Source: an optimization exercise on an open RTL-to-GDS flow (aim: small area). Production flows keep margins and buffers that such runs may drop.
In this exercise RTL edits were held to simulation tests only and were not proved equivalent to the original.
Power and IR drop assume default switching activity.

==> design.v <==
module cklink (
    input             clk,
    input             rst,
    input             cmd_valid,
    input      [23:0] cmd_word,
    output            cmd_ready,
    output reg        rsp_valid,
    output reg [15:0] rsp_word,
    output            busy,
    output reg        mem_req,
    output reg        mem_we,
    output reg [15:0] mem_addr,
    output reg [7:0]  mem_wdata,
    input             mem_ack,
    input      [7:0]  mem_rdata,
    output reg        tx_valid,
    output reg [7:0]  tx_data,
    input             tx_ready,
    input             rx_valid,
    input      [7:0]  rx_data,
    output reg        rx_pop,
    input      [31:0] now_ms
);
    localparam [15:0] SEED       = 16'hAAAA;
    localparam [7:0]  MARKER     = 8'hFF;
    localparam [31:0] T_ACK      = 32'd100;
    localparam [31:0] T_BYTE     = 32'd5;
    localparam [31:0] T_BACKOFF  = 32'd100;
    localparam [31:0] T_SETTLE   = 32'd1100;
    localparam [3:0] OP_NOP = 4'h0, OP_CK_RESET = 4'h1, OP_CK_UPDATE = 4'h2,
                     OP_CK_FINALIZE = 4'h3, OP_CK_MATCHES = 4'h4, OP_WRREG = 4'h5,
                     OP_RDREG = 4'h6, OP_TRANSFER = 4'h7, OP_BEGIN = 4'h8;
    localparam [3:0] C_IDLE     = 4'd0,
                     C_SEND     = 4'd1,    
                     C_SEND_HDR = 4'd2,
                     C_SEND_PAY = 4'd3,
                     C_SEND_MEM = 4'd4,
                     C_SEND_BYTE= 4'd5,
                     C_SEND_TRL = 4'd6,
                     C_AWAIT    = 4'd7,
                     C_RX_HDR   = 4'd8,
                     C_RX_PAY   = 4'd9,
                     C_RX_WR    = 4'd10,
                     C_RX_TRL   = 4'd11,
                     C_RETRY    = 4'd12,
                     C_DRAIN    = 4'd13;
    localparam [3:0] H_IDLE     = 4'd0,
                     H_SETTLE   = 4'd1,
                     H_INTR     = 4'd2,
                     H_BLANK1   = 4'd3,
                     H_BLANK2   = 4'd4,
                     H_ACTIVATE = 4'd5,
                     H_DRAIN    = 4'd6,
                     H_RESET    = 4'd7,
                     H_CHECK    = 4'd8,
                     H_HALTED   = 4'd9;
    function [15:0] ck_update(input [15:0] a, input [7:0] b);
        ck_update = {a[7:0] ^ b, a[15:8]};
    endfunction
    reg [15:0] acc;
    reg [7:0]  index;
    reg        started;
    reg        match;
    reg [3:0]  ctl_state;
    reg [3:0]  hs_state;
    reg [15:0] seg_base [0:2];
    reg [15:0] seg_len  [0:2];
    reg [15:0] rx_base;
    reg [15:0] rx_cap;
    reg [15:0] result_len;
    reg [15:0] tx_len;
    reg [1:0]  hdr_i;       
    reg [1:0]  seg;         
    reg [15:0] seg_i;       
    reg [15:0] rx_len;
    reg [15:0] rx_cnt;
    reg [7:0]  cand_hi;
    reg        trl_i;
    reg [31:0] t0;
    reg [7:0]  hs_reply;
    reg        hs_sub;      
    reg [3:0]  str_i;       
    wire hs_mode = (hs_state == H_RESET);
    assign busy      = (ctl_state != C_IDLE) || (hs_state != H_IDLE);
    assign cmd_ready = !busy && !rsp_valid && !rst;
    wire cmd_fire = cmd_valid && cmd_ready;
    wire [3:0]  cmd_op  = cmd_word[23:20];
    wire [3:0]  cmd_r   = cmd_word[19:16];
    wire [15:0] cmd_arg = cmd_word[15:0];
    wire [31:0] elapsed = now_ms - t0;
    wire [15:0] act_len0 = hs_mode ? 16'd5 : seg_len[0];
    wire [15:0] act_len1 = hs_mode ? 16'd0 : seg_len[1];
    wire [15:0] act_len2 = hs_mode ? 16'd0 : seg_len[2];
    wire [15:0] act_cap  = hs_mode ? 16'd1 : rx_cap;
    reg  [15:0] cur_len;
    always @(*) begin
        case (seg)
            2'd0:    cur_len = act_len0;
            2'd1:    cur_len = act_len1;
            default: cur_len = act_len2;
        endcase
    end
    reg [7:0] rst_cmd_byte;
    always @(*) begin
        case (seg_i[2:0])
            3'd0:    rst_cmd_byte = 8'h58;
            3'd1:    rst_cmd_byte = 8'h58;
            3'd2:    rst_cmd_byte = 8'h31;
            3'd3:    rst_cmd_byte = 8'h30;
            default: rst_cmd_byte = 8'h30;
        endcase
    end
    reg [7:0] hs_str_byte;
    reg [3:0] hs_str_len;
    reg [31:0] hs_delay;
    always @(*) begin
        hs_str_byte = 8'h00;
        hs_str_len  = 4'd1;
        hs_delay    = 32'd250;
        case (hs_state)
            H_INTR:   begin hs_str_byte = 8'h03; hs_str_len = 4'd1; hs_delay = 32'd250; end
            H_BLANK1: begin hs_str_byte = 8'h0A; hs_str_len = 4'd1; hs_delay = 32'd500; end
            H_BLANK2: begin hs_str_byte = 8'h0A; hs_str_len = 4'd1; hs_delay = 32'd750; end
            H_ACTIVATE: begin
                hs_str_len = 4'd11;
                hs_delay   = 32'd500;
                case (str_i)
                    4'd0:  hs_str_byte = 8'h72;
                    4'd1:  hs_str_byte = 8'h75;
                    4'd2:  hs_str_byte = 8'h6E;
                    4'd3:  hs_str_byte = 8'h2D;
                    4'd4:  hs_str_byte = 8'h62;
                    4'd5:  hs_str_byte = 8'h72;
                    4'd6:  hs_str_byte = 8'h69;
                    4'd7:  hs_str_byte = 8'h64;
                    4'd8:  hs_str_byte = 8'h67;
                    4'd9:  hs_str_byte = 8'h65;
                    default: hs_str_byte = 8'h0A;
                endcase
            end
            default: ;
        endcase
    end
    reg [7:0] hdr_byte;
    always @(*) begin
        case (hdr_i)
            2'd0:    hdr_byte = MARKER;
            2'd1:    hdr_byte = index;
            2'd2:    hdr_byte = tx_len[15:8];
            default: hdr_byte = tx_len[7:0];
        endcase
    end
    reg [15:0] rd_val;
    always @(*) begin
        case (cmd_r)
            4'd0:  rd_val = seg_base[0];
            4'd1:  rd_val = seg_len[0];
            4'd2:  rd_val = seg_base[1];
            4'd3:  rd_val = seg_len[1];
            4'd4:  rd_val = seg_base[2];
            4'd5:  rd_val = seg_len[2];
            4'd6:  rd_val = rx_base;
            4'd7:  rd_val = rx_cap;
            4'd8:  rd_val = result_len;
            4'd9:  rd_val = {8'h00, index};
            4'd10: rd_val = acc;
            4'd11: rd_val = {14'd0, match, started};
            default: rd_val = 16'h0000;
        endcase
    end
    always @(posedge clk) begin
        if (rst) begin
            acc        <= SEED;
            index      <= 8'h00;
            started    <= 1'b0;
            match      <= 1'b0;
            ctl_state  <= C_IDLE;
            hs_state   <= H_IDLE;
            seg_base[0] <= 16'h0; seg_base[1] <= 16'h0; seg_base[2] <= 16'h0;
            seg_len[0]  <= 16'h0; seg_len[1]  <= 16'h0; seg_len[2]  <= 16'h0;
            rx_base    <= 16'h0;
            rx_cap     <= 16'h0;
            result_len <= 16'h0;
            tx_len     <= 16'h0;
            hdr_i      <= 2'd0;
            seg        <= 2'd0;
            seg_i      <= 16'h0;
            rx_len     <= 16'h0;
            rx_cnt     <= 16'h0;
            cand_hi    <= 8'h00;
            trl_i      <= 1'b0;
            t0         <= 32'h0;
            hs_reply   <= 8'h00;
            hs_sub     <= 1'b0;
            str_i      <= 4'd0;
            rsp_valid  <= 1'b0;
            rsp_word   <= 16'h0;
            mem_req    <= 1'b0;
            mem_we     <= 1'b0;
            mem_addr   <= 16'h0;
            mem_wdata  <= 8'h00;
            tx_valid   <= 1'b0;
            tx_data    <= 8'h00;
            rx_pop     <= 1'b0;
        end else begin
            rsp_valid <= 1'b0;
            rx_pop    <= 1'b0;
            if (cmd_fire) begin
                case (cmd_op)
                    OP_NOP: begin
                        rsp_valid <= 1'b1; rsp_word <= 16'h0000;
                    end
                    OP_CK_RESET: begin
                        acc <= SEED;
                        rsp_valid <= 1'b1; rsp_word <= 16'h0000;
                    end
                    OP_CK_UPDATE: begin
                        acc <= ck_update(acc, cmd_arg[7:0]);
                        rsp_valid <= 1'b1; rsp_word <= 16'h0000;
                    end
                    OP_CK_FINALIZE: begin
                        rsp_valid <= 1'b1; rsp_word <= acc;
                    end
                    OP_CK_MATCHES: begin
                        match <= (acc == cmd_arg);
                        rsp_valid <= 1'b1; rsp_word <= {15'd0, acc == cmd_arg};
                    end
                    OP_WRREG: begin
                        case (cmd_r)
                            4'd0: seg_base[0] <= cmd_arg;
                            4'd1: seg_len[0]  <= cmd_arg;
                            4'd2: seg_base[1] <= cmd_arg;
                            4'd3: seg_len[1]  <= cmd_arg;
                            4'd4: seg_base[2] <= cmd_arg;
                            4'd5: seg_len[2]  <= cmd_arg;
                            4'd6: rx_base     <= cmd_arg;
                            4'd7: rx_cap      <= cmd_arg;
                            default: ;
                        endcase
                        rsp_valid <= 1'b1; rsp_word <= 16'h0000;
                    end
                    OP_RDREG: begin
                        rsp_valid <= 1'b1; rsp_word <= rd_val;
                    end
                    OP_TRANSFER: begin
                        ctl_state <= C_SEND;
                    end
                    OP_BEGIN: begin
                        if (started) begin
                            rsp_valid <= 1'b1; rsp_word <= 16'h0000;
                        end else begin
                            started  <= 1'b1;
                            hs_state <= H_SETTLE;
                            hs_sub   <= 1'b0;
                        end
                    end
                    default: begin
                        rsp_valid <= 1'b1; rsp_word <= 16'h0000;
                    end
                endcase
            end
            case (hs_state)
                H_SETTLE: begin
                    if (!hs_sub) begin
                        if (rx_valid && !rx_pop) begin
                            rx_pop <= 1'b1;
                        end else if (!rx_pop) begin
                            t0     <= now_ms;
                            hs_sub <= 1'b1;
                        end
                    end else if (elapsed >= T_SETTLE) begin
                        hs_sub <= 1'b0;
                        str_i  <= 4'd0;
                        if (!rx_valid)
                            hs_state <= H_INTR;
                    end
                end
                H_INTR, H_BLANK1, H_BLANK2, H_ACTIVATE: begin
                    if (!hs_sub) begin
                        if (tx_valid) begin
                            if (tx_ready) begin
                                tx_valid <= 1'b0;
                                if (str_i == hs_str_len - 4'd1) begin
                                    hs_sub <= 1'b1;
                                    t0     <= now_ms;
                                end else begin
                                    str_i <= str_i + 4'd1;
                                end
                            end
                        end else begin
                            tx_valid <= 1'b1;
                            tx_data  <= hs_str_byte;
                        end
                    end else if (elapsed >= hs_delay) begin
                        hs_sub <= 1'b0;
                        str_i  <= 4'd0;
                        hs_state <= hs_state + 4'd1;    
                    end
                end
                H_DRAIN: begin
                    if (rx_valid && !rx_pop) begin
                        rx_pop <= 1'b1;
                    end else if (!rx_pop) begin
                        hs_state  <= H_RESET;
                        ctl_state <= C_SEND;
                    end
                end
                H_CHECK: begin
                    if (hs_reply != 8'h00) begin
                        hs_state <= H_HALTED;
                    end else begin
                        hs_state  <= H_IDLE;
                        rsp_valid <= 1'b1;
                        rsp_word  <= 16'h0000;
                    end
                end
                default: ;
            endcase
            case (ctl_state)
                C_SEND: begin
                    tx_len    <= act_len0 + act_len1 + act_len2;
                    acc       <= SEED;
                    hdr_i     <= 2'd0;
                    ctl_state <= C_SEND_HDR;
                end
                C_SEND_HDR: begin
                    if (tx_valid) begin
                        if (tx_ready) begin
                            tx_valid <= 1'b0;
                            acc      <= ck_update(acc, tx_data);
                            hdr_i    <= hdr_i + 2'd1;
                            if (hdr_i == 2'd3) begin
                                seg       <= 2'd0;
                                seg_i     <= 16'h0;
                                ctl_state <= C_SEND_PAY;
                            end
                        end
                    end else begin
                        tx_valid <= 1'b1;
                        tx_data  <= hdr_byte;
                    end
                end
                C_SEND_PAY: begin
                    if (seg == 2'd3) begin
                        trl_i     <= 1'b0;
                        ctl_state <= C_SEND_TRL;
                    end else if (seg_i == cur_len) begin
                        seg   <= seg + 2'd1;
                        seg_i <= 16'h0;
                    end else if (hs_mode) begin
                        tx_valid  <= 1'b1;
                        tx_data   <= rst_cmd_byte;
                        ctl_state <= C_SEND_BYTE;
                    end else begin
                        mem_req   <= 1'b1;
                        mem_we    <= 1'b0;
                        mem_addr  <= seg_base[seg] + seg_i;
                        ctl_state <= C_SEND_MEM;
                    end
                end
                C_SEND_MEM: begin
                    if (mem_ack) begin
                        mem_req   <= 1'b0;
                        tx_valid  <= 1'b1;
                        tx_data   <= mem_rdata;
                        ctl_state <= C_SEND_BYTE;
                    end
                end
                C_SEND_BYTE: begin
                    if (tx_ready) begin
                        tx_valid  <= 1'b0;
                        acc       <= ck_update(acc, tx_data);
                        seg_i     <= seg_i + 16'd1;
                        ctl_state <= C_SEND_PAY;
                    end
                end
                C_SEND_TRL: begin
                    if (tx_valid) begin
                        if (tx_ready) begin
                            tx_valid <= 1'b0;
                            trl_i    <= 1'b1;
                            if (trl_i) begin
                                t0        <= now_ms;
                                ctl_state <= C_AWAIT;
                            end
                        end
                    end else begin
                        tx_valid <= 1'b1;
                        tx_data  <= trl_i ? acc[7:0] : acc[15:8];
                    end
                end
                C_AWAIT: begin
                    if (rx_valid && !rx_pop) begin
                        rx_pop <= 1'b1;
                        t0     <= now_ms;
                        if (rx_data == MARKER) begin
                            acc       <= ck_update(SEED, MARKER);
                            hdr_i     <= 2'd0;
                            ctl_state <= C_RX_HDR;
                        end else begin
                            ctl_state <= C_RETRY;
                        end
                    end else if (!rx_pop && elapsed >= T_ACK) begin
                        t0        <= now_ms;
                        ctl_state <= C_RETRY;
                    end
                end
                C_RX_HDR: begin
                    if (rx_valid && !rx_pop) begin
                        rx_pop <= 1'b1;
                        t0     <= now_ms;
                        acc    <= ck_update(acc, rx_data);
                        hdr_i  <= hdr_i + 2'd1;
                        case (hdr_i)
                            2'd0: if (rx_data != index) ctl_state <= C_RETRY;
                            2'd1: rx_len[15:8] <= rx_data;
                            default: begin
                                rx_len[7:0] <= rx_data;
                                rx_cnt      <= 16'h0;
                                ctl_state   <= C_RX_PAY;
                            end
                        endcase
                    end else if (!rx_pop && elapsed >= T_BYTE) begin
                        t0        <= now_ms;
                        ctl_state <= C_RETRY;
                    end
                end
                C_RX_PAY: begin
                    if (rx_cnt == rx_len) begin
                        if (!rx_pop) begin
                            t0        <= now_ms;
                            trl_i     <= 1'b0;
                            ctl_state <= C_RX_TRL;
                        end
                    end else if (rx_valid && !rx_pop) begin
                        rx_pop <= 1'b1;
                        acc    <= ck_update(acc, rx_data);
                        if (rx_cnt < act_cap) begin
                            if (hs_mode) begin
                                hs_reply <= rx_data;
                                rx_cnt   <= rx_cnt + 16'd1;
                                t0       <= now_ms;
                            end else begin
                                mem_req   <= 1'b1;
                                mem_we    <= 1'b1;
                                mem_addr  <= rx_base + rx_cnt;
                                mem_wdata <= rx_data;
                                ctl_state <= C_RX_WR;
                            end
                        end else begin
                            rx_cnt <= rx_cnt + 16'd1;
                            t0     <= now_ms;
                        end
                    end else if (!rx_pop && elapsed >= T_BYTE) begin
                        t0        <= now_ms;
                        ctl_state <= C_RETRY;
                    end
                end
                C_RX_WR: begin
                    if (mem_ack) begin
                        mem_req   <= 1'b0;
                        mem_we    <= 1'b0;
                        rx_cnt    <= rx_cnt + 16'd1;
                        t0        <= now_ms;
                        ctl_state <= C_RX_PAY;
                    end
                end
                C_RX_TRL: begin
                    if (rx_valid && !rx_pop) begin
                        rx_pop <= 1'b1;
                        t0     <= now_ms;
                        if (!trl_i) begin
                            cand_hi <= rx_data;
                            trl_i   <= 1'b1;
                        end else if ({cand_hi, rx_data} == acc) begin
                            index     <= index + 8'd1;
                            ctl_state <= C_IDLE;
                            if (hs_mode) begin
                                hs_state <= H_CHECK;
                            end else begin
                                result_len <= (rx_len < rx_cap) ? rx_len : rx_cap;
                                rsp_valid  <= 1'b1;
                                rsp_word   <= (rx_len < rx_cap) ? rx_len : rx_cap;
                            end
                        end else begin
                            ctl_state <= C_RETRY;
                        end
                    end else if (!rx_pop && elapsed >= T_BYTE) begin
                        t0        <= now_ms;
                        ctl_state <= C_RETRY;
                    end
                end
                C_RETRY: begin
                    if (elapsed >= T_BACKOFF)
                        ctl_state <= C_DRAIN;
                end
                C_DRAIN: begin
                    if (rx_valid && !rx_pop) begin
                        rx_pop <= 1'b1;
                    end else if (!rx_pop) begin
                        ctl_state <= C_SEND;
                    end
                end
                default: ;
            endcase
        end
    end
endmodule
==> run.sh <==
#!/bin/bash
# synth_recipe.tcl (not shown) runs the flow's synth.tcl, then flattens the netlist and writes it again
# the make line also repeats each setting of config.mk as NAME=value (left out here)
make -C /OpenROAD-flow-scripts/flow DESIGN_CONFIG=/design/flow/config.mk WORK_HOME=/design/flow/orfs CLKGATE_MAP_FILE= SYNTH_SCRIPT=/design/flow/synth_recipe.tcl finish
==> config.mk <==
export PLATFORM = sky130hd
export DESIGN_NAME = cklink
export DESIGN_NICKNAME = cklink
export VERILOG_FILES = /design/flow/design.v
export SDC_FILE = /design/flow/constraint.sdc
export NUM_CORES = 4
export LEC_CHECK = 0
export CAP_MARGIN = 20
export CORE_MARGIN = 2
export CORE_UTILIZATION = 40
export SLEW_MARGIN = 20
==> constraint.sdc <==
create_clock -name core_clock -period 10.0 [get_ports {clk}]
set_input_delay 2.0000 -clock core_clock [delete_from_list [all_inputs] [get_ports {clk}]]
set_output_delay 2.0000 -clock core_clock [all_outputs]
set_load 0.01 [all_outputs]
==> summary.txt <==
==> per-layer routing <==
metal | vias up | part of all wire, % | GRT usage (%)
met3 | 348 | 8.7 | 5.622
met1 | 13440 | 41 | 39.25
met2 | 1392 | 44 | 47.28
met4 | 2 | 6.3 | 17.20
li1 | 13150 | - | -
met5 | - | 0.012 | 0
==> layout by cell type, fill, tap and decap left out, types with 18 or more instances in the layout <==
master | synthesis | routed
nand2_1 | 588 | 587
a21oi_1 | 394 | 390
dfxtp_1 | 360 | 360
nor2_1 | 320 | 319
o21ai_0 | 211 | 209
inv_1 | 137 | 137
clkdlybuf4s50_1 | 0 | 131
ha_1 | 130 | 130
mux2i_1 | 114 | 114
xnor2_1 | 101 | 101
a22oi_1 | 82 | 82
a221oi_1 | 78 | 78
xor2_1 | 74 | 74
a22o_1 | 69 | 69
nor3_1 | 67 | 60
buf_4 | 0 | 55
a21o_1 | 52 | 52
nand3_1 | 52 | 52
clkbuf_16 | 0 | 45
nand4_1 | 41 | 41
a211oi_1 | 37 | 36
nand2b_1 | 31 | 31
and3_1 | 27 | 27
and2_1 | 27 | 27
nor2b_1 | 26 | 26
o211ai_1 | 26 | 26
o22ai_1 | 21 | 21
a31oi_1 | 22 | 21
o21a_1 | 19 | 19
or3_1 | 19 | 19
o2bb2ai_1 | 19 | 19
fa_1 | 19 | 19
a2bb2oi_1 | 18 | 18
o221ai_1 | 18 | 18
==> cells by family (layout without fill, tap and decap cells) <==
| kind of cell | Yosys count | after routing | share of synthesized area [%] |
|---|---|---|---|
| xor+xnor | 175 | 175 | 5.693 |
| buf+inv | 415 | 407 | 5.842 |
| flops | 360 | 360 | 26.77 |
| compound gates | 1193 | 1193 | 29.07 |
| other cells | 0 | 1 | 0 |
| fa+ha+maj | 149 | 149 | 7.454 |
| mux | 118 | 118 | 4.406 |
| simple gates | 1266 | 1266 | 20.77 |
==> through the flow <==
step           util, %  power [W]
4_1_cts          45.40   0.004794
3_5_place_dp     43.03   0.003044
3_3_place_gp     43.03   0.003048
5_1_grt          45.40   0.005006
6_report         45.41   0.004826
2_1_floorplan        -   0.002538
==> worst register-to-register path: cells and delay by family (launching register included) <==
kind	cells	cell delay, ps
XOR/XNOR	1	150
AND/OR/NAND/NOR	11	3050
AO/OA/AOI/OAI	3	740
buffers and inverters	1	570
adder cells (fa/ha/maj)	1	340
flip-flops	1	500
==> final cells by class <==
| type | instances | area, um^2 |
|---|---|---|
| sequential | 360 | 7207 |
| clock inverter | 18 | 257.7 |
| antenna | 1 | 2.502 |
| fill | 6855 | 36540 |
| tap | 873 | 1092 |
| inverter | 137 | 514.2 |
| clock buffer | 65 | 1331 |
| timing repair buffer | 187 | 1739 |
| multi-input combinational | 2901 | 18240 |
==> power breakdown <==
part | internal, W | leakage, nW | switching [W]
logic | 0.000506 | 7.74 | 0.000937
registers | 0.00150 | 2.90 | 0.000129
clock network | 0.00104 | 0.768 | 0.000721
==> worst paths after layout <==
| kind | start | to | cells past startpoint |
|---|---|---|---|
| worst min register to register | tx_len[3]$_SDFFE_PP0P_ | tx_len[3]$_SDFFE_PP0P_ | 2 |
| worst min-delay path | tx_len[3]$_SDFFE_PP0P_ | tx_len[3]$_SDFFE_PP0P_ | 2 |
| worst max-delay path | now_ms[0] | t0[20]$_SDFF_PP0_ | 16 |
| worst max register to register | hs_state[3]$_SDFF_PP0_ | rx_cnt[15]$_SDFFE_PP0P_ | 17 |
==> summary.txt <==
* Status: complete, no violations
* First-pass GRT wire length at 164,000 um
* Overall Global Routing Usage at 30.31%
* Yosys top cell area share at 26.77%
* Leakage at 11.41 nW
* Number of global-route vias before repair at 26.43k
* CP Capture Type: flop
* Dpl cells at between 4k and 5k
* Slew headroom at between 10% and 20%
* Post-synth EDFFs at 0
* Buf+Inv Stages, Crit Path at 2
* Synth-to-layout area growth at 12.86%
* Residual DRC at 0
* Max-slew violations at 0
* Type of origin of the critical path: input port
* CTS Buffer Depth at 3
* Most frequent cells after synthesis: 588 x nand2_1, 394 x a21oi_1, 360 x dfxtp_1, 320 x nor2_1, 242 x clkbuf_1
* Chip height at between 200 and 300 um
* Peak supply drop at 112.8 uV
* Detailed-route via count at 28.33k
* Pre-CTS setup slack at 2803 ps
* Avg Cell Area, Syn at 7.324 um^2
* Routability congestion estimate at 0.9869
* Non-Filler Instances at about 4.5k
* Final hold vios at 0
* Setup TNS at 0 ps
* # clock sinks at 360
* Crit path max fanout at 22
* Max-cap violations at 0
* Wire per inst at ~24 um
* Slowest cell on crit path: nor4_4
* Die Span X at around 260 um
* Largest net degree at the start of global routing at 83
* Share of cells above drive strength 1 at about 4.8%
* Post-CTS resize count at 0
* Placed cell area at ~29,000 um^2
* Synth Flop Type: dfxtp_1
* Synth async-reset ratio at 0%
* # hold bufs at CTS at 0
* Post-DRT Antenna Nets at 0
* Worst hold-check path type: flop to flop
* Row Count at 95
* Yosys top cell by area: dfxtp_1
* Crit path time final at 6684 ps
* DRT Pass-1 Iters at 6
* Final setup fails at 0
* Post-DP HPWL at 77,860 um
* Nets at 3,859
* Synth unique cells at 79
* H-tree levels at 2
* Pwr dens at 158.8 nW/um^2
* Required time worst endpoint at 10,470 ps
* Initial DRC count at 3,436
* #FFs+latches synth at 360
* Period utilization at 66.84%
* Initial core utilization at 40.23%
* Hold WS at ~460 ps
* Largest registers: seg_base: 48 flops, seg_len: 48 flops, t0: 32 flops
* Post-route cell area at 30,390 um^2
* IO buf count at roughly 130
* RSZ-0062 raised after global routing: false
* Total Wirelength at approximately 110,000 um
* WS Path Type: input port to flop
* Mapped Cells at 3,676
* Mapped Area at 26,920 um^2
* Num CTS Buffers at 45
* Crit path cell chain: clkdlybuf4s50_1 > inv_1 > ha_1 > fa_1 > nor2b_1 > o2111ai_1 > a21boi_0 > o22ai_1 > o21bai_1 > and3_1 > o31ai_1 > nor4_4 > a31oi_4 > and2_1 > o221ai_1 > o211ai_1
* Antenna violations before repair at 1
* GRT Residual Overflow at 0
* Post-CTS setup buffers at 0
* Die ar. at 69,400 um^2
* Dominant cell by count in the synthesized netlist: nand2_1
* CP delay by family, top: compound AO/OA/AOI/OAI gates
* Dominant cells by area after synthesis: dfxtp_1 27%, nand2_1 8.2%, a21oi_1 7.3%
* Clock Root Buffer: clkbuf_16
* Final worst setup slack at 3316 ps
* Core area at between 60,000 and 70,000 um^2
* Vias/cell at 6.238
* Clock-pin slew of the registers on the worst-case setup and hold paths at 60 ps
* Worst Tran Pin Value at around 1200 ps
* Clock Skews at 44.13 ps
* Yosys warnings at 3
* Worst-skew pair later-pin latency at 630 ps
* Ports at 133
* CTS tree: done
* Max Clk Rate at 149.6 MHz
* R2r setup slk at approximately 4600 ps
* Max incr delay on CP at 820 ps
* Critical Path AT at 7150 ps
* Sequential area share after synthesis at 26.77%
* Net Count, Synth at 3,903

==> port drivers added, routing unchanged <==
Ports are ideal in the flow. The routed layout listed here was re-timed in OpenROAD. Step 1: set_driving_cell puts a clkbuf_16 on clk and a buf_2 on each other input, an assumption about the parent block. Step 2 also shifts input and output timing later by t, the mid clock arrival at the registers, as if the neighbouring blocks saw the same clock. Three values: no drivers, after step 1, after step 2; two values: the first two.
t, ns: 0.670
setup slack, ns: 3.316 / 3.336 / 2.666
worst setup path after step 2: input to register
latest minus earliest clock arrival (ns): 0.044 / 0.044
cell pins on the clock port's net: 1
After both steps setup and hold are still met in this run. For this run, drivers alone change the setup slack by +0.020 ns; drivers and shift together by -0.650 ns.
